Background: an optimization exercise with open tools, aiming at small area. Do not read the settings as production practice. Where RTL was checked, it was by simulation tests only, not by an equivalence proof against the original. No functional check of the RTL was part of run 1. Power is estimated from default activity; no workload was simulated.

===== flow/config.mk =====
export PLATFORM = sky130hd
export DESIGN_NAME = irps
export DESIGN_NICKNAME = irps
export VERILOG_FILES = /design/flow/design.v
export SDC_FILE = /design/flow/constraint.sdc
export NUM_CORES = 4
export LEC_CHECK = 0
export CAP_MARGIN = 20
export CORE_MARGIN = 2
export CORE_UTILIZATION = 40
export CTS_BUF_LIST = sky130_fd_sc_hd__clkbuf_4 sky130_fd_sc_hd__clkbuf_2
export SLEW_MARGIN = 20

===== flow/constraint.sdc =====
create_clock -name core_clock -period 8.0 [get_ports {clk}]
set_input_delay 1.6000 -clock core_clock [delete_from_list [all_inputs] [get_ports {clk}]]
set_output_delay 1.6000 -clock core_clock [all_outputs]
set_load 0.01 [all_outputs]

===== flow/design.v =====
module irps_decoder (
    input  wire        clk,
    input  wire        rst,         
    input  wire        us_tick,     
    input  wire        edge_ev,     
    input  wire        edge_fall,   
    input  wire        ms_tick,     
    input  wire        key_rd,      
    output wire [11:0] key_word,    
    output reg         snap_v,      
    output reg  [31:0] snap_press,  
    output reg  [31:0] snap_seq,    
    output reg  [31:0] snap_age     
);
    reg [12:0] cap_cnt;
    reg        active;           
    reg [4:0]  bit_count;
    reg [7:0]  byte_reg;
    reg        run_aok, run_cok;
    reg        repeat_armed;
    reg [31:0] since_last_ms;
    reg        key_pub;          
    reg        key_aok, key_cok;
    reg [7:0]  key_raw;          
    reg [31:0] key_press;
    reg [31:0] pub_seq;
    wire [12:0] d = cap_cnt;
    wire is_leader = (d >= 13'd4200) && (d <= 13'd4700);
    wire is_repeat = (d >= 13'd2000) && (d <= 13'd3000);
    wire is_one    = (d >= 13'd1400) && (d <= 13'd1800);
    wire is_zero   = (d >= 13'd300)  && (d <= 13'd800);
    wire is_bit    = is_one || is_zero;
    wire fall = edge_ev && edge_fall;
    wire        last    = &bit_count;
    wire        differs = is_one ^ byte_reg[0];
    wire [7:0]  byte_nx = {bit_count[3] ? byte_reg[0] : is_one, byte_reg[7:1]};
    wire addr_ok  = run_aok;
    wire cmd_ok   = run_cok && differs;
    wire frame_ok = addr_ok && cmd_ok;
    wire complete = fall && active && is_bit && last;
    wire rep      = fall && !active && is_repeat && repeat_armed;
    wire publish  = complete || rep;
    wire key_valid = key_aok && key_cok;
    assign key_word = {key_pub && !key_valid, key_valid, key_cok, key_aok,
                       key_raw & {8{key_valid}}};
    reg [13:0] cap_c;
    reg [32:0] since_c, press_c, seq_c;
    integer i;
    always @(*) begin
        cap_c[0]   = us_tick && !(&cap_cnt);
        since_c[0] = ms_tick && !(&since_last_ms);
        press_c[0] = rep && !(&key_press);
        seq_c[0]   = publish;
        for (i = 0; i < 13; i = i + 1)
            cap_c[i+1] = cap_c[i] & cap_cnt[i];
        for (i = 0; i < 32; i = i + 1) begin
            since_c[i+1] = since_c[i] & since_last_ms[i];
            press_c[i+1] = press_c[i] & key_press[i];
            seq_c[i+1]   = seq_c[i] & pub_seq[i];
        end
    end
    always @(posedge clk) begin
        if (rst)
            cap_cnt <= 13'h1FFF;
        else if (edge_ev)
            cap_cnt <= 13'd0;
        else
            cap_cnt <= cap_cnt ^ cap_c[12:0];
    end
    always @(posedge clk) begin
        if (rst)
            active <= 1'b0;
        else if (fall) begin
            if (!active)
                active <= is_leader;
            else if (!is_bit || last)
                active <= 1'b0;
        end
    end
    always @(posedge clk) begin
        if (!active) begin
            bit_count <= 5'd0;
            run_aok   <= 1'b1;
            run_cok   <= 1'b1;
        end else if (fall && is_bit) begin
            bit_count <= bit_count + 5'd1;
            if (bit_count[4:3] == 2'd1 && !differs)
                run_aok <= 1'b0;
            if (bit_count[4:3] == 2'd3 && !differs)
                run_cok <= 1'b0;
        end
    end
    always @(posedge clk) begin
        if (fall && is_bit)
            byte_reg <= byte_nx;
    end
    always @(posedge clk) begin
        if (rst)
            repeat_armed <= 1'b0;
        else if (fall && !active && is_leader)
            repeat_armed <= 1'b0;
        else if (complete)
            repeat_armed <= frame_ok;
    end
    always @(posedge clk) begin
        if (rst) begin
            key_pub <= 1'b0;
            key_aok <= 1'b0;
            key_cok <= 1'b0;
        end else if (complete) begin
            key_pub <= 1'b1;
            key_aok <= addr_ok;
            key_cok <= cmd_ok;
        end
    end
    always @(posedge clk) begin
        if (complete)
            key_raw <= byte_nx;
    end
    always @(posedge clk) begin
        if (rst)
            key_press <= 32'd0;
        else if (complete)
            key_press <= {31'd0, frame_ok};
        else
            key_press <= key_press ^ press_c[31:0];
    end
    always @(posedge clk) begin
        if (rst)
            pub_seq <= 32'd0;
        else
            pub_seq <= pub_seq ^ seq_c[31:0];
    end
    always @(posedge clk) begin
        if (rst)
            since_last_ms <= 32'hFFFFFFFF;
        else if (publish)
            since_last_ms <= 32'd0;
        else
            since_last_ms <= since_last_ms ^ since_c[31:0];
    end
    always @(posedge clk) begin
        if (rst)
            snap_v <= 1'b0;
        else if (key_rd)
            snap_v <= 1'b1;
    end
    always @(posedge clk) begin
        if (key_rd) begin
            snap_press <= key_press;
            snap_seq   <= pub_seq;
            snap_age   <= since_last_ms;
        end
    end
endmodule
module irps_sequencer (
    input  wire        clk,
    input  wire        rst,          
    input  wire        arg_we,       
    input  wire        cmd_we,       
    input  wire        status_we,    
    input  wire [31:0] wdata,
    input  wire        pulse_done,   
    input  wire [3:0]  pd_src,
    output reg         arg_v,        
    output reg  [31:0] arg,          
    output reg  [31:0] pend0,
    output reg  [31:0] pend1,
    output reg  [31:0] pend2,
    output reg  [2:0]  dir,
    output reg  [2:0]  dir_out,
    output reg  [2:0]  done,
    output reg  [2:0]  busy,         
    output reg         mode,
    output wire        err,
    output reg         err_ovf,
    output wire [3:0]  err_code,
    output reg  [3:0]  err_ch,
    output reg  [3:0]  err_op
);
    reg err_start_other;
    assign err = |err_op;
    wire err_bad_op = err_op[3] | err_op[2];
    wire err_bad_ch = err_ch[3] | err_ch[2] | (err_ch[1] & err_ch[0]);
    assign err_code[3] = 1'b0;
    assign err_code[2] = err_bad_op | err_bad_ch;
    assign err_code[1] = !err_bad_op && !err_bad_ch && err_op[1];
    assign err_code[0] = err_bad_op |
                         (!err_bad_ch && (err_op[1] ? err_start_other : err_op[0]));
    wire [3:0] op     = wdata[3:0];
    wire [3:0] ch     = wdata[7:4];
    wire       w_dir  = wdata[8];
    wire       w_mode = wdata[9];
    wire       ch_ok  = !ch[3] && !ch[2] && !(ch[1] && ch[0]);
    wire [2:0] chsel  = {ch[1], !ch[1] && ch[0], !ch[1] && !ch[0]};
    wire nz0 = |pend0;
    wire nz1 = |pend1;
    wire nz2 = |pend2;
    wire [2:0] nz = {nz2, nz1, nz0};
    wire any_busy = |busy;
    wire ch_busy  = |(busy & chsel);
    wire ch_nz    = |(nz & chsel);
    wire is_prog  = (op == 4'd1);
    wire is_start = (op == 4'd2);
    wire is_abort = (op == 4'd3);
    wire bad_op  = op[3] | op[2];
    wire cmd_err = bad_op ||
                   ((op != 4'd0) && !ch_ok) ||
                   ((is_prog || is_start) && ch_busy) ||
                   (is_start && ch_nz && any_busy);
    wire do_prog  = cmd_we && !cmd_err && is_prog && ch_ok;
    wire do_start = cmd_we && !cmd_err && is_start && ch_ok;
    wire do_abort = cmd_we && is_abort && ch_ok;
    wire pd_hit = pulse_done && !rst &&
                  ((busy[0] && pd_src == 4'd0) ||
                   (busy[1] && pd_src == 4'd1) ||
                   (busy[2] && pd_src == 4'd2));
    wire        ld_arg = do_prog && arg_v && !rst;
    wire [31:0] pd_src_val = ({32{busy[0]}} & pend0) | ({32{busy[1]}} & pend1) |
                             ({32{busy[2]}} & pend2);
    wire [31:0] pm = ({32{ld_arg}} & arg) | ({32{pd_hit}} & pd_src_val);
    reg  [32:0] bw;
    integer i;
    always @(*) begin
        bw[0] = pd_hit;
        for (i = 0; i < 32; i = i + 1)
            bw[i+1] = bw[i] & !pm[i];
    end
    wire [31:0] pnew = pm ^ bw[31:0];
    wire last_pulse = pd_hit && pm[0] && !(|pm[31:1]);
    wire [2:0] pwe = {3{rst}} | ({3{do_prog || do_abort}} & chsel) |
                     ({3{pd_hit}} & busy);
    always @(posedge clk) begin
        if (pwe[0]) pend0 <= pnew;
        if (pwe[1]) pend1 <= pnew;
        if (pwe[2]) pend2 <= pnew;
    end
    wire [2:0] finish = {3{last_pulse}} & busy;
    wire [2:0] succ = !mode ? 3'b000 :
                      finish[0] ? (nz1 ? 3'b010 : nz2 ? 3'b100 : 3'b000) :
                      finish[1] ? (nz2 ? 3'b100 : 3'b000) : 3'b000;
    always @(posedge clk) begin
        if (rst)
            arg_v <= 1'b0;
        else if (arg_we)
            arg_v <= 1'b1;
    end
    always @(posedge clk) begin
        if (arg_we)
            arg <= wdata;
    end
    always @(posedge clk) begin
        if (rst)
            dir <= 3'd0;
        else if (do_prog)
            dir <= (dir & ~chsel) | ({3{w_dir}} & chsel);
    end
    wire [2:0] start_sel = (do_start && ch_nz) ? chsel : 3'b000;
    always @(posedge clk) begin
        if (rst) begin
            busy    <= 3'd0;
            mode    <= 1'b0;
            dir_out <= 3'd0;
        end else begin
            if (start_sel != 3'b000) begin
                busy <= start_sel;
                mode <= w_mode;
            end else if (do_abort && ch_busy)
                busy <= 3'd0;
            else if (last_pulse)
                busy <= succ;
            dir_out <= (dir_out & ~(start_sel | succ)) | (dir & (start_sel | succ));
        end
    end
    always @(posedge clk) begin
        if (rst)
            done <= 3'd0;
        else if (status_we)
            done <= done & ~wdata[10:8];
        else if (do_start)
            done <= ch_nz ? (done & ~chsel) : (done | chsel);
        else
            done <= (done | finish) & ~succ;
    end
    always @(posedge clk) begin
        if (rst) begin
            err_ovf         <= 1'b0;
            err_op          <= 4'd0;
            err_ch          <= 4'd0;
            err_start_other <= 1'b0;
        end else if (status_we) begin
            if (wdata[24]) begin
                err_ovf         <= 1'b0;
                err_op          <= 4'd0;
                err_ch          <= 4'd0;
                err_start_other <= 1'b0;
            end
        end else if (cmd_we && cmd_err) begin
            if (!err) begin
                err_op          <= op;
                err_ch          <= ch;
                err_start_other <= !ch_busy;
            end else
                err_ovf <= 1'b1;
        end
    end
endmodule
module irps (
    input  wire        clk,
    input  wire        rst,         
    input  wire        ev_valid,
    input  wire [3:0]  ev_kind,     
    input  wire [9:0]  ev_arg,
    input  wire [31:0] ev_wdata,
    output reg         rsp_valid,
    output reg         rsp_err,
    output reg  [31:0] rsp_rdata,
    output wire [2:0]  ch_en,
    output wire [2:0]  dir_out,
    output wire        err_out
);
    wire ev_reset = ev_valid && (ev_kind == 4'd0);
    wire ev_us    = ev_valid && (ev_kind == 4'd1);
    wire ev_edge  = ev_valid && (ev_kind == 4'd2);
    wire ev_ms    = ev_valid && (ev_kind == 4'd3);
    wire ev_pdone = ev_valid && (ev_kind == 4'd4);
    wire ev_rd    = ev_valid && (ev_kind == 4'd5);
    wire ev_wr    = ev_valid && (ev_kind == 4'd6);
    wire ev_bus   = ev_rd || ev_wr;
    wire srst = rst || ev_reset;
    wire [4:0] word_off = ev_arg[6:2];
    wire       bad      = (ev_arg[9:8] != 2'd2) || (ev_arg[1:0] != 2'b00) || ev_arg[7];
    wire       acc_rd   = ev_rd && !bad;
    wire       acc_wr   = ev_wr && !bad;
    wire [11:0] key_word;
    wire [31:0] snap_press, snap_seq, snap_age;
    wire        snap_v;
    irps_decoder u_dec (
        .clk        (clk),
        .rst        (srst),
        .us_tick    (ev_us),
        .edge_ev    (ev_edge),
        .edge_fall  (ev_arg[0]),
        .ms_tick    (ev_ms),
        .key_rd     (acc_rd && word_off == 5'h00),
        .key_word   (key_word),
        .snap_v     (snap_v),
        .snap_press (snap_press),
        .snap_seq   (snap_seq),
        .snap_age   (snap_age)
    );
    wire [31:0] arg, pend0, pend1, pend2;
    wire [2:0]  dir, dir_o, done, busy;
    wire        mode, err, err_ovf, arg_v;
    wire [3:0]  err_code, err_ch, err_op;
    irps_sequencer u_seq (
        .clk        (clk),
        .rst        (srst),
        .arg_we     (acc_wr && word_off == 5'h08),
        .cmd_we     (acc_wr && word_off == 5'h09),
        .status_we  (acc_wr && word_off == 5'h0A),
        .wdata      (ev_wdata),
        .pulse_done (ev_pdone),
        .pd_src     (ev_arg[3:0]),
        .arg_v      (arg_v),
        .arg        (arg),
        .pend0      (pend0),
        .pend1      (pend1),
        .pend2      (pend2),
        .dir        (dir),
        .dir_out    (dir_o),
        .done       (done),
        .busy       (busy),
        .mode       (mode),
        .err        (err),
        .err_ovf    (err_ovf),
        .err_code   (err_code),
        .err_ch     (err_ch),
        .err_op     (err_op)
    );
    assign ch_en   = busy;
    assign dir_out = dir_o;
    assign err_out = err;
    reg [4:0] rd_off;
    always @(posedge clk) begin
        if (rst) begin
            rsp_valid <= 1'b0;
            rsp_err   <= 1'b0;
        end else begin
            rsp_valid <= ev_bus;
            rsp_err   <= ev_bus && bad;
        end
        rd_off <= word_off;
    end
    wire s_key   = rd_off == 5'h00;
    wire s_press = rd_off == 5'h01 && snap_v;
    wire s_seq   = rd_off == 5'h02 && snap_v;
    wire s_age   = rd_off == 5'h03 && snap_v;
    wire s_ones  = rd_off == 5'h03 && !snap_v;
    wire s_arg   = rd_off == 5'h08 && arg_v;
    wire s_stat  = rd_off == 5'h0A;
    wire s_err   = rd_off == 5'h0B;
    wire s_dir   = rd_off == 5'h0C;
    wire s_p0    = rd_off == 5'h10;
    wire s_p1    = rd_off == 5'h11;
    wire s_p2    = rd_off == 5'h12;
    wire [31:0] status = {6'd0, err_ovf, err, 3'd0, 1'b0, busy[2], busy[1],
                          |busy, mode, 5'd0, done, 5'd0, busy};
    always @(*) begin
        rsp_rdata = ({32{s_key}}   & {20'd0, key_word}) |
                    ({32{s_press}} & snap_press) |
                    ({32{s_seq}}   & snap_seq) |
                    ({32{s_age}}   & snap_age) |
                    {32{s_ones}} |
                    ({32{s_arg}}   & arg) |
                    ({32{s_stat}}  & status) |
                    ({32{s_err}}   & {20'd0, err_op, err_ch, err_code}) |
                    ({32{s_dir}}   & {21'd0, dir_o, 5'd0, dir}) |
                    ({32{s_p0}}    & pend0) |
                    ({32{s_p1}}    & pend1) |
                    ({32{s_p2}}    & pend2);
    end
endmodule

===== flow/run.sh =====
#!/bin/bash
# synth_recipe.tcl (not shown) runs the flow's synth.tcl, then flattens the netlist and writes it again
# the make line also repeats each setting of config.mk as NAME=value (left out here)
make -C /OpenROAD-flow-scripts/flow DESIGN_CONFIG=/design/flow/config.mk WORK_HOME=/design/flow/orfs CLKGATE_MAP_FILE= SYNTH_SCRIPT=/design/flow/synth_recipe.tcl finish

==> summary.txt, run 1 <==
drt via density 5.77; Crit Path Max Fanout 3; r2r endpoint u_dec.pub_seq[31]; final core occ 0.490; ANT nets after route 0; DR DRC count 0; Tot Pwr 4060 uW; GPL Wtd Cong 0.925; fin area 21100 um^2; synth warn 3; final net count 1801; Seq/Total Area, Yosys 0.589; first-pass GRT wire length 77900 um; Seq cells post-synth 393; maxcap violations 0; Fillers 3887; share of cells above drive strength 1 0.182; worst slew pin tran 854 ps; Crit path required time 8570 ps; Initial DRC Count 1823; critical path's slowest cell or4b_4; die area 45300 um^2; HPWL Detailed 37300 um; Mapped Cells 1437; FFs w/ async S/R, synth 0; vias in the first global route 12737; Post-synth EDFFs 240; hold crit path type register to register; hold-fix buffers at CTS 0; Fin Clk Skew 71.9 ps; Setup crit end u_seq.pend0[31]; drt wl/cell 23.0 um; vias 13187; final hold vios 0; final wirelength 52500 um; status complete, no violations; gr usage total 0.233; Die Y 213 um; Port Buf Inserts 89; max_slew headroom 0.431; Worst EP arrival 8450 ps; Worst setup startpoint ev_arg[8]; clk slew on worst S/H paths 60 ps; mean post-synth cell area 12.1 um^2; CP Capture Type register; Root Driver clkbuf_4; Worst R2R Path Depth 40; Initial Utilization 0.405; CP dominant cell by count ha_4; # rows 76; P_leak 0.00842 uW; cts bufs inserted 102; Clk Latency, worst-skew pair 850 ps; crit path kind input pin to register; Max rail drop VDD 0.0997 mV; Primary FF master, synth edfxtp_1; GR Overflow Total 0; Worst R2R Setup Slack 500 ps; die width 213 um; H-tree Lvls 3; setup TNS 0 ps; crit-path max cell delay 540 ps; TritonCTS clock tree yes; cell area power density 193 nW/um^2; maximum clock path buffer count 3; I/O pin total 90; area grow syn2layout 21.0%; syn nets 1625; Synth cell types 72; unrepaired setup endpoints after global routing false; synthesized area 17400 um^2; FMAX 127 MHz; final slew viol count 0; initial antenna violation count 1; core box area 43100 um^2; Tmin final 7880 ps; RR Startpoint u_dec.cap_cnt[4]; Startpoint Class input pin; Tcrit/Tclk final 0.985; final setup fails 0; CTS Sinks 393; placed inst area 19700 um^2; 1st-pass router iterations 9; largest net degree at the start of global routing 91
## worst min path at each step
stage	depth (start not counted)	from	endpoint
after floorplan	0	u_dec.pub_seq[0]	u_dec.snap_seq[0]
after global placement	0	u_dec.pub_seq[23]	u_dec.snap_seq[23]
after detailed placement	0	u_dec.pub_seq[15]	u_dec.snap_seq[15]
after CTS	0	u_dec.pub_seq[12]	u_dec.snap_seq[12]
after global routing	0	u_dec.pub_seq[12]	u_dec.snap_seq[12]
final	0	u_dec.pub_seq[26]	u_dec.snap_seq[26]
## through the flow
step	hold WS [ps]	std cells	worst slack [ps]
after floorplan	415	1437	-392
after global placement	418	2093	-710
after detailed placement	425	2093	-791
after CTS	416	2281	137
after global routing	434	2284	11.7
final	390	2284	116
## Yosys cell counts, types with 42 or more instances
library cell / number / area (um^2)
a21oi_1: 68 / 340
a222oi_1: 57 / 571
clkbuf_1: 69 / 259
dfxtp_1: 153 / 3060
edfxtp_1: 240 / 7210
ha_1: 139 / 1740
inv_1: 46 / 173
nand2_1: 95 / 357
nand4_1: 56 / 350
nor2_1: 75 / 282
nor4_1: 42 / 263
o21ai_0: 43 / 215
## report_power, final
part	leakage (uW)	internal (uW)	switching, uW
registers	0.00372	2160	26.8
logic	0.00393	68.8	89.1
clock network	0.000771	862	858
## worst max-delay path: cells and delay by family
| kind | cells | cell delay (ps) |
|---|---|---|
| buffers and inverters | 3 | 640 |
| AO/OA/AOI/OAI | 1 | 150 |
| AND/OR/NAND/NOR | 4 | 1110 |
| XOR/XNOR | 1 | 130 |
| adder cells (fa/ha/maj) | 31 | 4770 |
## routing by layer
layer	vias up	share of wire	global-route usage
met5	-	0	0
met3	119	0.10	0.0621
li1	6030	-	-
met4	0	0.035	0.0912
met1	6323	0.43	0.326
met2	715	0.43	0.346
## kinds of logic (layout without fill, tap and decap cells)
family,Yosys count,in the layout,share of synthesized area
buffers and inverters,131,391,0.0294
other,0,2,0
DFF,393,393,0.589
adders and majority gates,139,139,0.0998
and+or+nand+nor,430,430,0.131
xor gates and xnor gates,9,9,0.00452
muxes,21,21,0.0121
AOI/OAI and AO/OA,314,314,0.134
## timing repair
| action | in CTS | in global routing |
|---|---|---|
| gates resized for setup | 0 | 16 |
| endpoints found under the setup margin | 0 | 13 |
| setup buffers | 0 | 1 |
## cells in the final DEF, fill, tap and decap left out, drive strengths merged, types with 7 or more instances in the layout
master | synthesis | layout
a21o | 38 | 38
a21oi | 69 | 69
a221oi | 13 | 13
a222oi | 57 | 57
a22oi | 29 | 29
and2 | 39 | 39
and3 | 39 | 39
buf | 15 | 67
clkbuf | 69 | 142
clkdlybuf4s50 | 0 | 86
clkinv | 0 | 41
dfxtp | 153 | 153
edfxtp | 240 | 240
ha | 139 | 139
inv | 47 | 50
mux2i | 20 | 20
nand2 | 95 | 95
nand2b | 7 | 7
nand3 | 28 | 28
nand4 | 57 | 57
nor2 | 75 | 75
nor3 | 16 | 16
nor4 | 43 | 43
o21ai | 44 | 44
xnor2 | 8 | 8
## area by class of cell
type | instances | area [um^2] | share of cell area
Clock inverter | 46 | 230 | 0.0109
Timing Repair Buffer | 156 | 1400 | 0.0665
Antenna cell | 2 | 5.00 | 0.000237
Clock buffer | 142 | 1070 | 0.0506
Tap cell | 585 | 732 | 0.0347
Inverter | 47 | 176 | 0.00837
Multi-Input combinational cell | 913 | 7210 | 0.342
Sequential cell | 393 | 10300 | 0.487
==> inputs of run 2 (changes only) <==
--- a/flow/design.v
+++ b/flow/design.v
@@ -16,5 +16,3 @@
     reg        active;           
-    reg [4:0]  bit_count;
-    reg [7:0]  byte_reg;
-    reg        run_aok, run_cok;
+    reg [31:0] shift_reg;        
     reg        repeat_armed;
@@ -33,7 +31,6 @@
     wire fall = edge_ev && edge_fall;
-    wire        last    = &bit_count;
-    wire        differs = is_one ^ byte_reg[0];
-    wire [7:0]  byte_nx = {bit_count[3] ? byte_reg[0] : is_one, byte_reg[7:1]};
-    wire addr_ok  = run_aok;
-    wire cmd_ok   = run_cok && differs;
+    wire        last = shift_reg[0];
+    wire [31:0] word = {is_one, shift_reg[31:1]};
+    wire addr_ok = (word[7:0]   == ~word[15:8]);
+    wire cmd_ok  = (word[23:16] == ~word[31:24]);
     wire frame_ok = addr_ok && cmd_ok;
@@ -80,17 +77,6 @@
     always @(posedge clk) begin
-        if (!active) begin
-            bit_count <= 5'd0;
-            run_aok   <= 1'b1;
-            run_cok   <= 1'b1;
-        end else if (fall && is_bit) begin
-            bit_count <= bit_count + 5'd1;
-            if (bit_count[4:3] == 2'd1 && !differs)
-                run_aok <= 1'b0;
-            if (bit_count[4:3] == 2'd3 && !differs)
-                run_cok <= 1'b0;
-        end
-    end
-    always @(posedge clk) begin
-        if (fall && is_bit)
-            byte_reg <= byte_nx;
+        if (!active)
+            shift_reg <= 32'h80000000;
+        else if (fall && is_bit)
+            shift_reg <= {is_one, shift_reg[31:1]};
     end
@@ -117,3 +103,3 @@
         if (complete)
-            key_raw <= byte_nx;
+            key_raw <= word[23:16];
     end
--- a/flow/config.mk
+++ b/flow/config.mk
@@ -10,3 +10,2 @@
 export CORE_UTILIZATION = 40
-export CTS_BUF_LIST = sky130_fd_sc_hd__clkbuf_4 sky130_fd_sc_hd__clkbuf_2
 export SLEW_MARGIN = 20
==> summary.txt, run 2 <==
1st-pass router iterations 10 (was 9); die width 218 um (was 213 um); hold crit path type register to register (unchanged); Mapped Cells 1511 (was 1437); Reg power frac 0.509 (was 0.538); final setup fails 0 (unchanged); GR Overflow Total 0 (unchanged); Primary FF master, synth edfxtp_1 (unchanged); pre-CTS setup slack -761 ps (was -791 ps); Clk pwr share 0.452 (was 0.423); critical path's slowest cell clkdlybuf4s50_1 (was or4b_4); H-tree Lvls 2 (was 3); Fin Clk Skew 21.0 ps (was 71.9 ps); Worst EP arrival 8170 ps (was 8450 ps); Post-Layout Cell Count 2288 (was 2284); Hold Crit Depth 0 (unchanged); hold-fix buffers at CTS 0 (unchanged); DR DRC count 0 (unchanged); HPWL Detailed 40200 um (was 37300 um); FMAX 127 MHz (about the same); Worst R2R Setup Slack 820 ps (was 500 ps); Tcrit/Tclk final 0.983 (was 0.985); combinational power share 0.039 (about the same); mean post-synth cell area 12.2 um^2 (was 12.1 um^2); worst hold slack 431 ps (was 390 ps); die area 47600 um^2 (was 45300 um^2); maxcap violations 0 (unchanged); r2r endpoint u_dec.pub_seq[30] (was u_dec.pub_seq[31]); CP dominant cell by count ha_4 (unchanged); worst slew pin tran 1120 ps (was 854 ps); Clk Latency, worst-skew pair 580 ps (was 850 ps); max_slew headroom 0.256 (was 0.431); status complete, no violations (unchanged); CTS Sinks 410 (was 393); clk slew on worst S/H paths 60 ps (about the same); drt wl/cell 24.1 um (was 23.0 um); synthesized area 18400 um^2 (was 17400 um^2); core box area 45400 um^2 (was 43100 um^2); largest net degree at the start of global routing 77 (was 91); CP Capture Type register (unchanged); area grow syn2layout 22.0% (was 21.0%); Tot Pwr 4470 uW (was 4060 uW); Root Driver clkbuf_16 (was clkbuf_4); initial antenna violation count 0 (was 1); cts bufs inserted 45 (was 102); Synth area leaders edfxtp_1, dfxtp_1, ha_1 (unchanged); placed cells 2196 (was 2093); Yosys top cell by area edfxtp_1 (unchanged); Initial DRC Count 1857 (was 1823); Port Buf Inserts 89 (unchanged); final slew viol count 0 (unchanged); final hold vios 0 (unchanged); vias in the first global route 13186 (was 12737); GPL Wtd Cong 0.965 (was 0.925); FFs w/ async S/R, synth 0 (unchanged); crit path kind input pin to register (unchanged); placed inst area 20800 um^2 (was 19700 um^2); Tmin final 7860 ps (was 7880 ps); I/O pin total 90 (unchanged); TritonCTS clock tree yes (unchanged); final wirelength 55100 um (was 52500 um); Cell Int Power 3500 uW (was 3090 uW); first-pass GRT wire length 82400 um (was 77900 um); Crit path required time 8310 ps (was 8570 ps); maximum clock path buffer count 3 (unchanged); Post-synth EDFFs 232 (was 240); sw frac 0.217 (was 0.240); Crit Path Max Fanout 3 (unchanged); Max rail drop VDD 0.148 mV (was 0.0997 mV); most frequent cells in the layout edfxtp_1, dfxtp_1, nand2_1, buf_4, clkdlybuf4s50_1 (was edfxtp_1, dfxtp_1, clkbuf_4, ha_1, nand2_1); share of cells above drive strength 1 0.158 (was 0.182); Startpoint Class input pin (unchanged); drt via density 5.92 (was 5.77); ANT nets after route 0 (unchanged); Die Y 218 um (was 213 um); cell area power density 200 nW/um^2 (was 193 nW/um^2); Worst R2R Path Depth 39 (was 40); cell with the most instances after synthesis edfxtp_1 (unchanged); crit-path max cell delay 450 ps (was 540 ps); n_diodes 0 (was 2); Seq/Total Area, Yosys 0.574 (was 0.589); final net count 1838 (was 1801); RR Startpoint u_dec.cap_cnt[3] (was u_dec.cap_cnt[4]); # rows 78 (was 76); vias 13553 (was 13187); Initial Utilization 0.405 (about the same); Yosys top cell area share 0.379 (was 0.413); fin area 22400 um^2 (was 21100 um^2); P_leak 0.00878 uW (was 0.00842 uW); gr usage total 0.232 (was 0.233); Seq cells post-synth 410 (was 393); unrepaired setup endpoints after global routing false (unchanged); HP Start u_dec.pub_seq[13] (was u_dec.pub_seq[26]); synth warn 3 (unchanged); Synth cell types 74 (was 72); Hold Path End u_dec.snap_seq[13] (was u_dec.snap_seq[26]); syn nets 1697 (was 1625); most frequent cells after synthesis edfxtp_1, dfxtp_1, ha_1, nand2_1, nor2_1 (unchanged); Psw 973 uW (was 974 uW); commonest non-fill, non-tap cell in the layout edfxtp_1 (unchanged); Worst Slack Setup Final 136 ps (was 116 ps)
run 2: worst max-delay path by stage:
stage / from / to / slack (ps) / cells past startpoint
global placement: ev_arg[0] / u_seq.pend0[31] / -630 / 38
detailed placement: ev_arg[0] / u_seq.pend0[31] / -760 / 40
global route: ev_valid / u_dec.since_last_ms[31] / 2 / 38
floorplan: ev_kind[1] / u_seq.pend0[31] / -10 / 39
CTS: ev_arg[2] / u_seq.pend2[31] / -0.2 / 39
finish: ev_arg[6] / u_seq.pend2[31] / 140 / 39
run 2: layout make-up:
type                            count  area (um^2)
Clock buffer                       62         1280
Multi-Input combinational cell    982         7970
Timing Repair Buffer              172         1540
Sequential cell                   410        10500
Fill cell                        4025        23000
Tap cell                          600          751
Inverter                           41          154
Clock inverter                     21          160
run 2: power by group through the flow:
stage               clock (uW)  combinational [uW]  sequential [uW]
floorplan                    0                76.5             2310
global placement             0                 171             2320
detailed placement           0                 172             2320
CTS                       2060                 173             2280
global route              2140                 187             2280
finish                    2020                 173             2280
run 2: through the flow:
step | TNS, ps | util
after floorplan | -37.5 | -
after global placement | -11170 | 0.457
after detailed placement | -14590 | 0.457
after CTS | -0.211 | 0.490
after global routing | 0 | 0.493
final | 0 | 0.493
run 2: cells by family after synthesis:
family	count (synthesis)	share of synthesized area
and+or+nand+nor	460	0.137
DFF	410	0.574
adders and majority gates	137	0.0934
buffers and inverters	119	0.0269
xor gates and xnor gates	22	0.0105
AOI/OAI and AO/OA	316	0.133
muxes	47	0.0258
run 2: layer usage:
| layer | track usage | part of all wire | vias up |
|---|---|---|---|
| met5 | 0 | 0 | - |
| met2 | 0.369 | 0.46 | 703 |
| li1 | - | - | 6137 |
| met1 | 0.309 | 0.41 | 6593 |
| met3 | 0.0529 | 0.092 | 120 |
| met4 | 0.0837 | 0.038 | 0 |
run 2: repair_timing:
item | 4_1_cts | 5_1_grt
setup endpoints to repair | 13 | 16
setup buffers | 5 | 3
gates resized for setup | 14 | 34
pin swaps | 5 | 9
run 2: critical path: cells and delay by family:
family | cells | cell delay [ps]
AO/OA/AOI/OAI | 1 | 160
XOR/XNOR | 1 | 130
adder cells (fa/ha/maj) | 31 | 4820
buffers and inverters | 2 | 500
AND/OR/NAND/NOR | 4 | 900
==> inputs of run 3 (changes only) <==
--- a/flow/design.v
+++ b/flow/design.v
@@ -16,3 +16,5 @@
     reg        active;           
-    reg [31:0] shift_reg;        
+    reg [4:0]  bit_count;
+    reg [7:0]  byte_reg;
+    reg        run_aok, run_cok;
     reg        repeat_armed;
@@ -31,6 +33,7 @@
     wire fall = edge_ev && edge_fall;
-    wire        last = shift_reg[0];
-    wire [31:0] word = {is_one, shift_reg[31:1]};
-    wire addr_ok = (word[7:0]   == ~word[15:8]);
-    wire cmd_ok  = (word[23:16] == ~word[31:24]);
+    wire        last    = &bit_count;
+    wire        differs = is_one ^ byte_reg[0];
+    wire [7:0]  byte_nx = {bit_count[3] ? byte_reg[0] : is_one, byte_reg[7:1]};
+    wire addr_ok  = run_aok;
+    wire cmd_ok   = run_cok && differs;
     wire frame_ok = addr_ok && cmd_ok;
@@ -44,14 +47,32 @@
     reg [32:0] since_c, press_c, seq_c;
+    reg [3:0]  since_g, press_g, seq_g;   
+    reg [3:0]  since_p, press_p, seq_p;   
+    reg        cap_g;
     integer i;
     always @(*) begin
-        cap_c[0]   = us_tick && !(&cap_cnt);
-        since_c[0] = ms_tick && !(&since_last_ms);
-        press_c[0] = rep && !(&key_press);
+        cap_g = &cap_cnt[7:0];
+        for (i = 0; i < 4; i = i + 1) begin
+            since_g[i] = &since_last_ms[8*i +: 8];
+            press_g[i] = &key_press[8*i +: 8];
+            seq_g[i]   = &pub_seq[8*i +: 8];
+            since_p[i] = (i == 0) ? since_g[0] : (since_p[i-1] & since_g[i]);
+            press_p[i] = (i == 0) ? press_g[0] : (press_p[i-1] & press_g[i]);
+            seq_p[i]   = (i == 0) ? seq_g[0]   : (seq_p[i-1] & seq_g[i]);
+        end
+        cap_c[0]   = us_tick && !(cap_g && (&cap_cnt[12:8]));
+        since_c[0] = ms_tick && !since_p[3];
+        press_c[0] = rep && !press_p[3];
         seq_c[0]   = publish;
         for (i = 0; i < 13; i = i + 1)
-            cap_c[i+1] = cap_c[i] & cap_cnt[i];
+            cap_c[i+1] = (i == 7) ? (cap_c[0] & cap_g) : (cap_c[i] & cap_cnt[i]);
         for (i = 0; i < 32; i = i + 1) begin
-            since_c[i+1] = since_c[i] & since_last_ms[i];
-            press_c[i+1] = press_c[i] & key_press[i];
-            seq_c[i+1]   = seq_c[i] & pub_seq[i];
+            if (i % 8 == 7) begin
+                since_c[i+1] = since_c[0] & since_p[i/8];
+                press_c[i+1] = press_c[0] & press_p[i/8];
+                seq_c[i+1]   = seq_c[0] & seq_p[i/8];
+            end else begin
+                since_c[i+1] = since_c[i] & since_last_ms[i];
+                press_c[i+1] = press_c[i] & key_press[i];
+                seq_c[i+1]   = seq_c[i] & pub_seq[i];
+            end
         end
@@ -77,6 +98,17 @@
     always @(posedge clk) begin
-        if (!active)
-            shift_reg <= 32'h80000000;
-        else if (fall && is_bit)
-            shift_reg <= {is_one, shift_reg[31:1]};
+        if (!active) begin
+            bit_count <= 5'd0;
+            run_aok   <= 1'b1;
+            run_cok   <= 1'b1;
+        end else if (fall && is_bit) begin
+            bit_count <= bit_count + 5'd1;
+            if (bit_count[4:3] == 2'd1 && !differs)
+                run_aok <= 1'b0;
+            if (bit_count[4:3] == 2'd3 && !differs)
+                run_cok <= 1'b0;
+        end
+    end
+    always @(posedge clk) begin
+        if (fall && is_bit)
+            byte_reg <= byte_nx;
     end
@@ -103,3 +135,3 @@
         if (complete)
-            key_raw <= word[23:16];
+            key_raw <= byte_nx;
     end
@@ -206,12 +238,23 @@
                              ({32{busy[2]}} & pend2);
-    wire [31:0] pm = ({32{ld_arg}} & arg) | ({32{pd_hit}} & pd_src_val);
-    reg  [32:0] bw;
+    reg  [32:0] pz;
+    reg  [3:0]  pzg;
     integer i;
     always @(*) begin
-        bw[0] = pd_hit;
-        for (i = 0; i < 32; i = i + 1)
-            bw[i+1] = bw[i] & !pm[i];
+        for (i = 0; i < 4; i = i + 1)
+            pzg[i] = ~|pd_src_val[8*i +: 8];
+        pz[0] = 1'b1;
+        for (i = 0; i < 32; i = i + 1) begin
+            if (i == 7)
+                pz[i+1] = pzg[0];
+            else if (i == 15)
+                pz[i+1] = pzg[0] & pzg[1];
+            else if (i == 23)
+                pz[i+1] = pzg[0] & pzg[1] & pzg[2];
+            else
+                pz[i+1] = pz[i] & !pd_src_val[i];
+        end
     end
-    wire [31:0] pnew = pm ^ bw[31:0];
-    wire last_pulse = pd_hit && pm[0] && !(|pm[31:1]);
+    wire [31:0] pnew = ({32{ld_arg}} & arg) |
+                       ({32{pd_hit}} & (pd_src_val ^ pz[31:0]));
+    wire last_pulse = pd_hit && pd_src_val[0] && !(|pd_src_val[31:1]);
     wire [2:0] pwe = {3{rst}} | ({3{do_prog || do_abort}} & chsel) |
==> flow/flow/run.sh (new file) <==
#!/bin/bash
# Own layout flow: the standard synthesis; its combinational logic
# re-mapped by ABC with an area-oriented script (every flip-flop keeps its
# cell and name); then the standard layout steps, with the port buffers
# made of sky130_fd_sc_hd__buf_1. Each tool's output goes to a log here.
set -euo pipefail
W=$(pwd)
R=$W/orfs/results/$FLOW_PLATFORM/irps/base
bash standard.sh synth > $W/synth.log 2>&1
cp $R/1_2_yosys.v $W/standard_synth.v
REMAP_LIB=$FLOW_HOME/platforms/sky130hd/lib/sky130_fd_sc_hd__tt_025C_1v80.lib \
REMAP_IN=$W/standard_synth.v REMAP_OUT=$W/remapped.v REMAP_TOP=$FLOW_TOP \
REMAP_SCRIPT=$W/flow/abc_area.script \
  yosys -c $W/flow/remap.tcl > $W/remap.log 2>&1
cp $W/remapped.v $R/1_2_yosys.v
rm -f $R/1_synth.odb
bash standard.sh "BUFFER_PORTS_ARGS=-buffer_cell sky130_fd_sc_hd__buf_1" finish > $W/layout.log 2>&1
==> flow/flow/abc_area.script (new file) <==
strash
&get -n
&st
&syn2
&dch -f
&nf -R 1000 -p -F 8 -A 4
&put
==> flow/flow/remap.tcl (new file) <==
# Re-map the combinational logic of the standard synthesis for area.
# The flip-flops (their cells and instance names) are kept as they are.
yosys -import
set lib $::env(REMAP_LIB)
read_liberty -ignore_miss_func $lib
read_verilog -defer $::env(REMAP_IN)
hierarchy -top $::env(REMAP_TOP)
foreach c {sky130_fd_sc_hd__dfxtp_1 sky130_fd_sc_hd__edfxtp_1} {
  setattr -mod -set keep_hierarchy 1 =$c
}
flatten
opt_clean
select -module $::env(REMAP_TOP)
abc -script $::env(REMAP_SCRIPT) -liberty $lib \
  -dont_use *probe* -dont_use *lpflow*
select -clear
opt_clean -purge
hilomap -singleton -hicell sky130_fd_sc_hd__conb_1 HI \
  -locell sky130_fd_sc_hd__conb_1 LO
splitnets
opt_clean -purge
stat -liberty $lib
read_liberty -lib -overwrite $lib
check -assert -mapped
write_verilog -noattr -nohex -nodec $::env(REMAP_OUT)
==> flow/standard.sh (new file) <==
#!/bin/bash
# synth_recipe.tcl (not shown) runs the flow's synth.tcl, then flattens the netlist and writes it again
# the make line also repeats each setting of config.mk as NAME=value (left out here)
make -C /OpenROAD-flow-scripts/flow DESIGN_CONFIG=/design/flow/config.mk WORK_HOME=/design/flow/orfs CLKGATE_MAP_FILE= SYNTH_SCRIPT=/design/flow/synth_recipe.tcl "${@:-finish}"
--- a/flow/config.mk
+++ b/flow/config.mk
@@ -10,2 +10,5 @@
 export CORE_UTILIZATION = 40
+export CTS_BUF_LIST = sky130_fd_sc_hd__clkbuf_8 sky130_fd_sc_hd__clkbuf_4
+export CTS_CLUSTER_DIAMETER = 50
+export CTS_CLUSTER_SIZE = 16
 export SLEW_MARGIN = 20
removed: flow/run.sh
==> summary.txt, run 3 <==
GR Overflow Total 0 (unchanged); setup bufs post-CTS 0 (was 5); Psw 960 uW (was 973 uW); area grow syn2layout 14.1% (was 22.0%); core box area 40900 um^2 (was 45400 um^2); I/O pin total 90 (unchanged); final slew viol count 0 (unchanged); gr usage total 0.227 (was 0.232); share of cells above drive strength 1 0.0730 (was 0.158); final wirelength 50000 um (was 55100 um); Fin Clk Skew 52.0 ps (was 21.0 ps); Max rail drop VDD 0.108 mV (was 0.148 mV); crit-path leading delay family simple AND/OR/NAND/NOR gates (was adder cells); final hold vios 0 (unchanged); RR Startpoint u_dec.cap_cnt[0] (was u_dec.cap_cnt[3]); Crit path required time 8550 ps (was 8310 ps); r2r endpoint u_dec.pub_seq[31] (was u_dec.pub_seq[30]); Startpoint Class input pin (unchanged); combinational power share 0.038 (was 0.039); sw frac 0.242 (was 0.217); maximum clock path buffer count 3 (unchanged); fin area 19000 um^2 (was 22400 um^2); first-pass GRT wire length 75600 um (was 82400 um); Port Buf Inserts 89 (unchanged); initial antenna violation count 0 (unchanged); TritonCTS clock tree yes (unchanged); Hold Crit Depth 0 (unchanged); worst slew pin tran 1080 ps (was 1120 ps); Worst EP arrival 7250 ps (was 8170 ps); Reg power frac 0.551 (was 0.509); final setup fails 0 (unchanged); crit path kind input pin to register (unchanged); commonest non-fill, non-tap cell in the layout edfxtp_1 (unchanged); placed cells 2071 (was 2196); ANT nets after route 0 (unchanged); max_slew headroom 0.282 (was 0.256); vias 13092 (was 13553); P_leak 0.00663 uW (was 0.00878 uW); most frequent cells in the layout edfxtp_1, dfxtp_1, nor2_1, nand2_1, a21oi_1 (was edfxtp_1, dfxtp_1, nand2_1, buf_4, clkdlybuf4s50_1); placed inst area 17900 um^2 (was 20800 um^2); CP dominant cell by count and3_1 (was ha_4); GPL Wtd Cong 0.917 (was 0.965); drt wl/cell 23.3 um (was 24.1 um); post-CTS resize count 0 (was 14); CP Capture Type register (unchanged); Root Driver clkbuf_8 (was clkbuf_16); Tmin final 6710 ps (was 7860 ps); Initial Utilization 0.406 (was 0.405); drt via density 6.09 (was 5.92); mean post-synth cell area 11.7 um^2 (was 12.2 um^2); maxcap violations 0 (unchanged); Clk pwr share 0.411 (was 0.452); final core occ 0.463 (was 0.493); Hold Path End u_dec.key_raw[4] (was u_dec.snap_seq[13]); Worst R2R Path Depth 22 (was 39); Die Y 208 um (was 218 um); final net count 1632 (was 1838); Cell Int Power 3000 uW (was 3500 uW); HP Start u_dec.byte_reg[5] (was u_dec.pub_seq[13]); largest net degree at the start of global routing 57 (was 77); Post-Layout Cell Count 2149 (was 2288); FMAX 149 MHz (was 127 MHz); Fillers 3825 (was 4025); hold-fix buffers at CTS 0 (unchanged); DR DRC count 0 (unchanged); Crit Path Max Fanout 15 (was 3); Clk Latency, worst-skew pair 670 ps (was 580 ps); n_diodes 0 (unchanged); Tcrit/Tclk final 0.838 (was 0.983); die width 208 um (was 218 um); vias in the first global route 12363 (was 13186); cell area power density 209 nW/um^2 (was 200 nW/um^2); critical path's slowest cell nor4bb_1 (was clkdlybuf4s50_1); die area 43200 um^2 (was 47600 um^2); hold crit path type register to register (unchanged); unrepaired setup endpoints after global routing false (unchanged); synth warn 3 (unchanged); crit-path max cell delay 650 ps (was 450 ps); Initial DRC Count 1571 (was 1857); status complete, no violations (unchanged); H-tree Lvls 2 (unchanged); synthesized area 16600 um^2 (was 18400 um^2); CP bufs+invs 4 (was 2); cts bufs inserted 42 (was 45); Worst R2R Setup Slack 2070 ps (was 820 ps); setup TNS 0 ps (unchanged); syn nets 1472 (was 1697); 1st-pass router iterations 6 (was 10); CTS Sinks 393 (was 410); # rows 74 (was 78); HPWL Detailed 34100 um (was 40200 um); clk slew on worst S/H paths 90 ps (was 60 ps); Mapped Cells 1423 (was 1511)
[run 3: metal layers]
layer	vias to the layer above	track usage	wire [um]
met5	-	0	0
met4	0	0.0851	1870
met3	114	0.0475	4480
met2	602	0.353	22500
met1	6402	0.313	21200
li1	5974	-	-
[run 3: area by class of cell]
type | count | area [um^2] | area share
sequential | 393 | 10300 | 0.542
multi-input combinational | 1020 | 6390 | 0.337
clock buffer | 50 | 669 | 0.0353
tap | 532 | 666 | 0.0351
timing repair buffer | 116 | 537 | 0.0283
clock inverter | 28 | 394 | 0.0208
inverter | 10 | 37.5 | 0.00198
[run 3: worst reg2reg max path, stage by stage, from the launching register on]
cell	delay [ps]
dfxtp_1	350
or3_1	420
a41o_1	260
nand4_1	100
a31oi_1	100
nor4b_1	670
or2_0	210
and2_0	260
nand4_1	130
clkinv_1	100
and3_1	190
and2_0	230
nand2_1	110
nor2_1	240
and3_1	280
nor2b_1	180
and2_0	240
and3_1	310
nand4_1	240
nor4bb_1	650
and3_1	320
and3_1	180
nor3_1	40
[run 3: power by group through the flow]
stage	Clock, uW	Sequential (uW)	Combinational [uW]
floorplan	0	2220	78.5
finish	1630	2180	151
global placement	0	2230	150
CTS	1660	2180	151
global route	1730	2190	162
detailed placement	0	2230	151
[run 3: worst max path at each step]
| stage | start | to | slack [ps] | cells after the start |
|---|---|---|---|---|
| after floorplan | ev_kind[2] | u_dec.pub_seq[30] | 440 | 22 |
| after global placement | ev_kind[2] | u_dec.pub_seq[31] | 980 | 26 |
| after detailed placement | ev_kind[1] | u_dec.pub_seq[31] | 610 | 25 |
| after CTS | ev_kind[1] | u_dec.pub_seq[31] | 1330 | 25 |
| after global routing | ev_valid | u_dec.pub_seq[31] | 570 | 26 |
| final | ev_kind[1] | u_dec.pub_seq[31] | 1290 | 25 |
[run 3: metrics by stage]
| step | total power [uW] | setup WS, ps | hold slack, ps |
|---|---|---|---|
| 2_1_floorplan | 2300 | 442 | 418 |
| 6_report | 3960 | 1290 | 454 |
| 3_5_place_dp | 2380 | 612 | 433 |
| 5_1_grt | 4080 | 574 | 475 |
| 3_3_place_gp | 2380 | 982 | 429 |
| 4_1_cts | 3990 | 1330 | 455 |
==> inputs of run 4 (changes only) <==
--- a/flow/flow/run.sh
+++ b/flow/flow/run.sh
@@ -4,3 +4,4 @@
 # cell and name); then the standard layout steps, with the port buffers
-# made of sky130_fd_sc_hd__buf_1. Each tool's output goes to a log here.
+# made of sky130_fd_sc_hd__buf_1 and a clock tree of small buffers without
+# dummy loads. Each tool's output goes to a log here.
 set -euo pipefail
@@ -16,2 +17,6 @@
 rm -f $R/1_synth.odb
-bash standard.sh "BUFFER_PORTS_ARGS=-buffer_cell sky130_fd_sc_hd__buf_1" finish > $W/layout.log 2>&1
+CTS_ARGS="-sink_clustering_enable -repair_clock_nets -dont_use_dummy_load"
+CTS_ARGS="$CTS_ARGS -buf_list sky130_fd_sc_hd__clkbuf_4"
+CTS_ARGS="$CTS_ARGS -sink_clustering_size 10 -sink_clustering_max_diameter 40"
+bash standard.sh "BUFFER_PORTS_ARGS=-buffer_cell sky130_fd_sc_hd__buf_1" \
+  "CTS_ARGS=$CTS_ARGS" finish > $W/layout.log 2>&1
==> flow/flow/abc_area.script (replaced) <==
strash
&get -n
&st
&deepsyn -T 30
&st
&deepsyn -T 30
&dch -f
&nf -R 1000 -p
&put
==> flow/config.mk (replaced) <==
export PLATFORM = sky130hd
export DESIGN_NAME = irps
export DESIGN_NICKNAME = irps
export VERILOG_FILES = /design/flow/design.v
export SDC_FILE = /design/flow/constraint.sdc
export NUM_CORES = 4
export LEC_CHECK = 0
export CAP_MARGIN = 0
export CORE_MARGIN = 2
export CORE_UTILIZATION = 65
export SLEW_MARGIN = 0
==> summary.txt, run 4 <==
HP Start u_dec.pub_seq[10] (was u_dec.byte_reg[5]); setup TNS 0 ps (unchanged); Root Driver clkbuf_4 (was clkbuf_8); status complete, no violations (unchanged); drt via density 7.09 (was 6.09); Port Buf Inserts 89 (unchanged); maxcap violations 0 (unchanged); CP dominant cell by count and3_1 (unchanged); DR DRC count 0 (unchanged); gr usage total 0.374 (was 0.227); commonest non-fill, non-tap cell in the layout edfxtp_1 (unchanged); I/O pin total 90 (unchanged); Crit path required time 8590 ps (was 8550 ps); max_slew headroom 0.314 (was 0.282); first-pass GRT wire length 73900 um (was 75600 um); sw frac 0.227 (was 0.242); final slew viol count 0 (unchanged); initial antenna violation count 3 (was 0); # rows 57 (was 74); maximum clock path buffer count 3 (unchanged); unrepaired setup endpoints after global routing false (unchanged); Worst setup startpoint ev_kind[2] (was ev_kind[1]); syn nets 1449 (was 1472); P_leak 0.00637 uW (was 0.00663 uW); HPWL Detailed 34000 um (was 34100 um); hold-fix buffers at CTS 0 (unchanged); Tot Pwr 3200 uW (was 3960 uW); Cell Int Power 2480 uW (was 3000 uW); TritonCTS clock tree yes (unchanged); critical path's slowest cell or3b_1 (was nor4bb_1); FMAX 133 MHz (was 149 MHz); ANT nets after route 0 (unchanged); final hold vios 0 (unchanged); Initial Utilization 0.663 (was 0.406); worst slew pin tran 1030 ps (was 1080 ps); combinational power share 0.036 (was 0.038); core box area 24300 um^2 (was 40900 um^2); synthesized area 16100 um^2 (was 16600 um^2); Hold Path End u_dec.snap_seq[10] (was u_dec.key_raw[4]); share of cells above drive strength 1 0.0631 (was 0.0730); GR Overflow Total 0 (unchanged); r2r endpoint u_dec.pub_seq[31] (unchanged); Startpoint Class input pin (unchanged); GPL Wtd Cong 1.00 (was 0.917); Tcrit/Tclk final 0.937 (was 0.838); largest net degree at the start of global routing 52 (was 57); synth warn 3 (unchanged); final net count 1620 (was 1632); Clk Latency, worst-skew pair 710 ps (was 670 ps); fin area 17600 um^2 (was 19000 um^2); final setup fails 0 (unchanged); Mapped Cells 1400 (was 1423); Max rail drop VDD 0.142 mV (was 0.108 mV); cell area power density 182 nW/um^2 (was 209 nW/um^2); area grow syn2layout 9.27% (was 14.1%); final wirelength 49000 um (was 50000 um); vias 13432 (was 13092); Worst R2R Setup Slack 920 ps (was 2070 ps); Initial DRC Count 2589 (was 1571); most frequent cells in the layout edfxtp_1, dfxtp_1, nand2_1, o21ai_0, nor2_1 (was edfxtp_1, dfxtp_1, nor2_1, nand2_1, a21oi_1); CP Capture Type register (unchanged); Hold Crit Depth 0 (unchanged); CTS Sinks 393 (unchanged); clk slew on worst S/H paths 100 ps (was 90 ps); Worst EP arrival 8090 ps (was 7250 ps); drt wl/cell 25.9 um (was 23.3 um); crit path kind input pin to register (unchanged); cts bufs inserted 50 (was 42); Reg power frac 0.683 (was 0.551); Die Y 161 um (was 208 um); crit-path max cell delay 460 ps (was 650 ps); die area 26100 um^2 (was 43200 um^2); Psw 727 uW (was 960 uW); hold crit path type register to register (unchanged); H-tree Lvls 2 (unchanged); final core occ 0.724 (was 0.463); Worst R2R Path Depth 33 (was 22); RR Startpoint u_dec.cap_cnt[5] (was u_dec.cap_cnt[0]); Tmin final 7500 ps (was 6710 ps); die width 161 um (was 208 um); placed inst area 17200 um^2 (was 17900 um^2); Crit Path Max Fanout 5 (was 15); Fin Clk Skew 72.3 ps (was 52.0 ps); mean post-synth cell area 11.5 um^2 (was 11.7 um^2); 1st-pass router iterations 10 (was 6); Clk pwr share 0.281 (was 0.411); vias in the first global route 12318 (was 12363)
-- run 4: cell count changes in the layout (fill, tap and decap cells not counted), moves of 12 or more --
cell / change
clkbuf_4: +47
clkbuf_8: -47
nand2_1: +41
a22o_1: -38
xor2_1: -33
mux2i_1: -32
o21ai_0: +30
a222oi_1: +28
o31ai_1: +19
a21oi_1: -12
-- run 4: cell type report --
| class | instances | area [um^2] |
|---|---|---|
| Timing Repair Buffer | 119 | 559 |
| Antenna cell | 1 | 2.50 |
| Inverter | 13 | 48.8 |
| Fill cell | 1818 | 6710 |
| Sequential cell | 393 | 10300 |
| Clock buffer | 50 | 375 |
| Tap cell | 324 | 405 |
| Multi-Input combinational cell | 994 | 5950 |
-- run 4: critical path, delay by kind of cell --
| kind | cells | cell delay [ps] |
|---|---|---|
| simple gates | 30 | 6210 |
| xor+xnor | 1 | 170 |
| buf+inv | 1 | 80 |
-- run 4: how the worst max path moves through the flow --
stage / end / slack [ps] / depth (start not counted)
3_3_place_gp: u_dec.pub_seq[31] / 150 / 32
6_report: u_dec.pub_seq[31] / 500 / 32
4_1_cts: u_dec.pub_seq[31] / 540 / 32
5_1_grt: u_dec.pub_seq[31] / 20 / 32
2_1_floorplan: u_dec.pub_seq[31] / 20 / 31
3_5_place_dp: u_dec.pub_seq[31] / -190 / 32
-- run 4: what timing repair did --
| item | CTS | global route |
|---|---|---|
| buffers inserted | 0 | 0 |
| setup endpoints to repair | 0 | 2 |
| endpoints found under the hold margin | 0 | 0 |
| resized for setup | 0 | 3 |
-- run 4: through the flow --
stage,std cells,hold WS [ps],setup WS (ps)
6_report,1894,444,504
5_1_grt,1894,445,24.3
4_1_cts,1893,437,536
3_5_place_dp,1843,436,-188
3_3_place_gp,1843,426,146
2_1_floorplan,1400,417,15.9
-- run 4: per-layer routing --
metal / GRT usage / vias to the layer above / wire length, um
met2: 0.548 / 1069 / 20900
met3: 0.118 / 192 / 7230
li1: - / 5916 / -
met1: 0.529 / 6251 / 18400
met4: 0.141 / 4 / 2370
met5: 0 / - / 25
-- run 4: power by group through the flow --
stage / Combinational, uW / Sequential, uW / Clock, uW
after floorplan: 58.3 / 2220 / 0
after global placement: 110 / 2230 / 0
after detailed placement: 111 / 2230 / 0
after CTS: 111 / 2190 / 902
after global routing: 122 / 2190 / 977
final: 115 / 2190 / 900
==> inputs of run 5 (changes only) <==
--- a/flow/config.mk
+++ b/flow/config.mk
@@ -7,5 +7,5 @@
 export LEC_CHECK = 0
-export CAP_MARGIN = 0
+export CAP_MARGIN = 20
 export CORE_MARGIN = 2
-export CORE_UTILIZATION = 65
-export SLEW_MARGIN = 0
+export CORE_UTILIZATION = 55
+export SLEW_MARGIN = 20
==> summary.txt, run 5 <==
Worst EP arrival 8040 ps (was 8090 ps); worst slew pin tran 1060 ps (was 1030 ps); CTS Sinks 393 (unchanged); synth warn 3 (unchanged); Die Y 176 um (was 161 um); HPWL Detailed 36900 um (was 34000 um); Clk Latency, worst-skew pair 730 ps (was 710 ps); CP bufs+invs 1 (unchanged); crit-path max cell delay 440 ps (was 460 ps); Port Buf Inserts 89 (unchanged); synthesized area 16200 um^2 (was 16100 um^2); DR DRC count 0 (unchanged); clk slew on worst S/H paths 110 ps (was 100 ps); drt via density 6.76 (was 7.09); post-CTS resize count 0 (unchanged); GR Overflow Total 0 (unchanged); maxcap violations 0 (unchanged); most frequent cells in the layout edfxtp_1, dfxtp_1, nand2_1, o21ai_0, nor2_1 (unchanged); Initial DRC Count 2428 (was 2589); status complete, no violations (unchanged); final hold vios 0 (unchanged); hold crit path type register to register (unchanged); CP dominant cell by count and3_1 (unchanged); ANT nets after route 0 (unchanged); H-tree Lvls 2 (unchanged); Tcrit/Tclk final 0.931 (was 0.937); gr usage total 0.338 (was 0.374); vias 13297 (was 13432); setup TNS 0 ps (unchanged); maximum clock path buffer count 3 (unchanged); footprint of the multi-input gates 5960 um^2 (was 5950 um^2); Fin Clk Skew 74.7 ps (was 72.3 ps); crit-path leading delay family simple AND/OR/NAND/NOR gates (unchanged); core box area 28900 um^2 (was 24300 um^2); commonest non-fill, non-tap cell in the layout edfxtp_1 (unchanged); Crit Path Max Fanout 5 (unchanged); final net count 1631 (was 1620); Root Driver clkbuf_4 (unchanged); P_leak 0.00640 uW (was 0.00637 uW); Hold Path End u_dec.snap_seq[16] (was u_dec.snap_seq[10]); r2r endpoint u_dec.pub_seq[31] (unchanged); crit path kind input pin to register (unchanged); initial antenna violation count 1 (was 3); Startpoint Class input pin (unchanged); Fillers 2501 (was 1818); unrepaired setup endpoints after global routing false (unchanged); FF/Latch Area 10300 um^2 (unchanged); first-pass GRT wire length 77700 um (was 73900 um); FMAX 134 MHz (was 133 MHz); Worst R2R Setup Slack 1130 ps (was 920 ps); 1st-pass router iterations 10 (unchanged); RR Startpoint u_dec.cap_cnt[9] (was u_dec.cap_cnt[5]); cts bufs inserted 51 (was 50); HP Start u_dec.pub_seq[16] (was u_dec.pub_seq[10]); TritonCTS clock tree yes (unchanged); drt wl/cell 26.6 um (was 25.9 um); hold-fix buffers at CTS 0 (unchanged); final slew viol count 0 (unchanged); # rows 62 (was 57); die area 30800 um^2 (was 26100 um^2); Tot Pwr 3220 uW (was 3200 uW); GPL Wtd Cong 1.04 (was 1.00); Worst R2R Path Depth 32 (was 33); Crit path required time 8590 ps (about the same); vias in the first global route 12453 (was 12318); Max rail drop VDD 0.0935 mV (was 0.142 mV); Initial Utilization 0.561 (was 0.663); final setup fails 0 (unchanged); Tmin final 7450 ps (was 7500 ps); critical path's slowest cell or3b_1 (unchanged); Hold Crit Depth 0 (unchanged); final wirelength 52300 um (was 49000 um); setup bufs post-CTS 0 (unchanged); area grow syn2layout 9.61% (was 9.27%); mean post-synth cell area 11.5 um^2 (about the same); I/O pin total 90 (unchanged); largest net degree at the start of global routing 62 (was 52); CP Capture Type register (unchanged); die width 176 um (was 161 um); share of cells above drive strength 1 0.0646 (was 0.0631); syn nets 1453 (was 1449); Mapped Cells 1404 (was 1400); cell area power density 182 nW/um^2 (about the same); max_slew headroom 0.291 (was 0.314)
[run 5: where the power goes]
group	leakage, uW	switching [uW]	internal (uW)
clock network	0.000235	631	292
logic	0.00248	79.1	31.4
registers	0.00369	30.6	2160
[run 5: worst max path at each step]
stage	start	end	slack, ps	cells past startpoint
5_1_grt	ev_kind[2]	u_dec.pub_seq[31]	130	33
6_report	ev_kind[2]	u_dec.pub_seq[31]	550	33
3_5_place_dp	ev_kind[2]	u_dec.pub_seq[31]	-110	33
3_3_place_gp	ev_kind[2]	u_dec.pub_seq[31]	170	33
2_1_floorplan	ev_kind[2]	u_dec.pub_seq[31]	10	32
4_1_cts	ev_kind[2]	u_dec.pub_seq[31]	640	33
[run 5: final cells by class]
type / count / share of cell area
antenna: 2 / 0.000282
clock buffer: 51 / 0.0216
inverter: 11 / 0.00233
multi-input combinational: 1000 / 0.336
sequential: 393 / 0.579
tap: 384 / 0.0271
timing repair buffer: 125 / 0.0341
[run 5: per-layer routing]
| metal | track usage | up-vias | wire (um) |
|---|---|---|---|
| li1 | - | 5977 | - |
| met1 | 0.476 | 6303 | 20600 |
| met2 | 0.517 | 886 | 23300 |
| met3 | 0.0673 | 131 | 6150 |
| met4 | 0.134 | 0 | 2240 |
| met5 | 0 | - | 0 |
[run 5: through the flow]
| step | setup slack, ps | std cells | utilization | hold WS (ps) | area, um^2 |
|---|---|---|---|---|---|
| floorplan | 11.5 | 1404 | - | 416 | 16200 |
| global placement | 174 | 1912 | 0.601 | 430 | 17300 |
| detailed placement | -114 | 1912 | 0.601 | 432 | 17300 |
| CTS | 639 | 1963 | 0.614 | 455 | 17700 |
| global route | 125 | 1966 | 0.615 | 452 | 17700 |
| finish | 549 | 1966 | 0.615 | 456 | 17700 |
==> inputs of run 6 (changes only) <==
--- a/flow/design.v
+++ b/flow/design.v
@@ -27,3 +27,4 @@
     wire [12:0] d = cap_cnt;
-    wire is_leader = (d >= 13'd4200) && (d <= 13'd4700);
+    wire le_4700   = (d <= 13'd4700);
+    wire is_leader = (d >= 13'd4200) && le_4700;
     wire is_repeat = (d >= 13'd2000) && (d <= 13'd3000);
@@ -61,3 +62,3 @@
         end
-        cap_c[0]   = us_tick && !(cap_g && (&cap_cnt[12:8]));
+        cap_c[0]   = us_tick && le_4700;
         since_c[0] = ms_tick && !since_p[3];
==> summary.txt, run 6 <==
status complete, no violations (unchanged); max_slew headroom 0.264 (was 0.291); crit path kind register to register (was input pin to register); cts bufs inserted 52 (was 51); unrepaired setup endpoints after global routing false (unchanged); I/O pin total 90 (unchanged); worst-path cell chain a222oi_1, nand4_1, nor2b_1, nand3_1, nand3b_1, nor2b_1, and2_0, and3_1, and2_0, nand3_1, nor2_1, and2_0, nand4_1, nor2b_1, nand4_1, nand2b_1, nor2b_1, and2_0, nand3_1, nand2_1, nand2_1, o21ai_0; Max rail drop VDD 0.136 mV (was 0.0935 mV); hold-fix buffers at CTS 0 (unchanged); crit-path max cell delay 1090 ps (was 440 ps); GPL Wtd Cong 0.963 (was 1.04); CTS Sinks 393 (unchanged); die area 31000 um^2 (was 30800 um^2); synth warn 3 (unchanged); Worst EP arrival 7230 ps (was 8040 ps); Clk Latency, worst-skew pair 710 ps (was 730 ps); CP bufs+invs 0 (was 1); maxcap violations 0 (unchanged); final core occ 0.613 (was 0.615); final setup fails 0 (unchanged); post-CTS resize count 0 (unchanged); setup bufs post-CTS 0 (unchanged); maximum clock path buffer count 3 (unchanged); syn nets 1415 (was 1453); mean post-synth cell area 11.9 um^2 (was 11.5 um^2); Mapped Cells 1366 (was 1404); drt wl/cell 26.8 um (was 26.6 um); Port Buf Inserts 89 (unchanged); GR Overflow Total 0 (unchanged); HPWL Detailed 36000 um (was 36900 um); Initial Utilization 0.562 (was 0.561); Root Driver clkbuf_4 (unchanged); most frequent cells in the layout edfxtp_1, dfxtp_1, nor2_1, nand2_1, buf_1 (was edfxtp_1, dfxtp_1, nand2_1, o21ai_0, nor2_1); CP Capture Type register (unchanged); worst hold slack 465 ps (was 456 ps); Crit path required time 8510 ps (was 8590 ps); worst slew pin tran 1100 ps (was 1060 ps); 1st-pass router iterations 10 (unchanged); clk slew on worst S/H paths 100 ps (was 110 ps); Crit Path Max Fanout 21 (was 5); Fin Clk Skew 66.4 ps (was 74.7 ps); setup TNS 0 ps (unchanged); Tcrit/Tclk final 0.840 (was 0.931); synthesized area 16300 um^2 (was 16200 um^2); initial antenna violation count 1 (unchanged); # rows 62 (unchanged); Initial DRC Count 2061 (was 2428); gr usage total 0.327 (was 0.338); vias in the first global route 12150 (was 12453); FMAX 149 MHz (was 134 MHz); DR DRC count 0 (unchanged); core box area 28900 um^2 (about the same); hold crit path type register to register (unchanged); vias 13400 (was 13297); Post-Layout Cell Count 1914 (was 1966); Die Y 176 um (about the same); placed inst area 17300 um^2 (about the same); ANT nets after route 0 (unchanged); placed cells 1861 (was 1912); share of cells above drive strength 1 0.0576 (was 0.0646); die width 176 um (about the same); final slew viol count 0 (unchanged); critical path's slowest cell a222oi_1 (was or3b_1); final hold vios 0 (unchanged); TritonCTS clock tree yes (unchanged); commonest non-fill, non-tap cell in the layout edfxtp_1 (unchanged); drt via density 7.00 (was 6.76); largest net degree at the start of global routing 58 (was 62); area grow syn2layout 8.96% (was 9.61%); crit-path leading delay family simple AND/OR/NAND/NOR gates (unchanged); Startpoint Class register (was input pin); final net count 1580 (was 1631); cell area power density 181 nW/um^2 (was 182 nW/um^2); first-pass GRT wire length 75900 um (was 77700 um); P_leak 0.00623 uW (was 0.00640 uW); H-tree Lvls 2 (unchanged); fin area 17700 um^2 (about the same); final wirelength 51200 um (was 52300 um); Tmin final 6720 ps (was 7450 ps)
==> run 6: worst paths after layout <==
kind                      from           endpoint  slack (ps)  depth (start not counted)
min          u_dec.byte_reg[4]  u_dec.byte_reg[3]         460                          0
min reg2reg  u_dec.byte_reg[4]  u_dec.byte_reg[3]         460                          0
max              u_seq.busy[1]    u_seq.pend2[31]        1280                         22
max reg2reg      u_seq.busy[1]    u_seq.pend2[31]        1280                         22
==> run 6: through the flow <==
step                setup WS [ps]  power, uW
floorplan                     390       2260
finish                       1280       3200
detailed placement            826       2320
global placement             1040       2320
CTS                          1550       3210
global route                  722       3300
==> run 6: per-layer routing <==
layer,GRT usage,wire length [um],share of wire,up-vias
met4,0.131,2270,0.044,0
met1,0.478,21000,0.41,6396
li1,-,-,-,5921
met2,0.473,21600,0.42,911
met5,0,0,0,-
met3,0.0767,6370,0.12,172
==> run 6: report_power, final <==
part	switching (uW)	internal (uW)	leakage (uW)
clock network	625	297	0.000239
logic	77.9	28.6	0.00227
registers	23.6	2150	0.00373
total	726	2480	0.00623
==> run 6: layout make-up <==
class	count	area, um^2
inverter	12	45.0
sequential	393	10300
tap	384	480
clock buffer	52	390
timing repair buffer	111	499
antenna	1	2.50
multi-input combinational	961	6040
fill	2410	11200

-- static timing again, ports no longer ideal --
How much do the figures lean on ideal ports? The routed layouts below were timed once more, with nothing changed but the port constraints.
Step 1 assumes that a clkbuf_16 drives the clock port and a buf_2 every other input.
Step 2 also shifts input and output timing later by t, the mid clock arrival at the registers, as if the neighbouring blocks saw the same clock.
a / b / c = ideal ports / drivers / drivers and shift; a / b = the first two.
run	shift t [ns]	slack for setup (ns)	hold slack, ns	slew at the worst register clock pin (ns)
run 1	0.867	0.116 / 0.141 / -0.726	0.390 / 0.390 / 0.390	0.08 / 0.08
run 2	0.623	0.136 / 0.168 / -0.455	0.431 / 0.431 / 0.431	0.06 / 0.06
run 3	0.687	1.293 / 1.318 / 0.631	0.454 / 0.454 / 0.454	0.10 / 0.10
run 4	0.724	0.504 / 0.530 / -0.194	0.444 / 0.444 / 0.444	0.12 / 0.12
run 5	0.736	0.549 / 0.577 / -0.158	0.456 / 0.456 / 0.456	0.11 / 0.11
run 6	0.728	1.278 / 1.278 / 0.776	0.465 / 0.465 / 0.465	0.11 / 0.11
With both steps, setup timing fails in run 1, run 2, run 4 and run 5, where it was met with ideal ports. For run 1, which loses most, drivers alone change the setup slack by +0.025 ns; drivers and shift together by -0.842 ns.
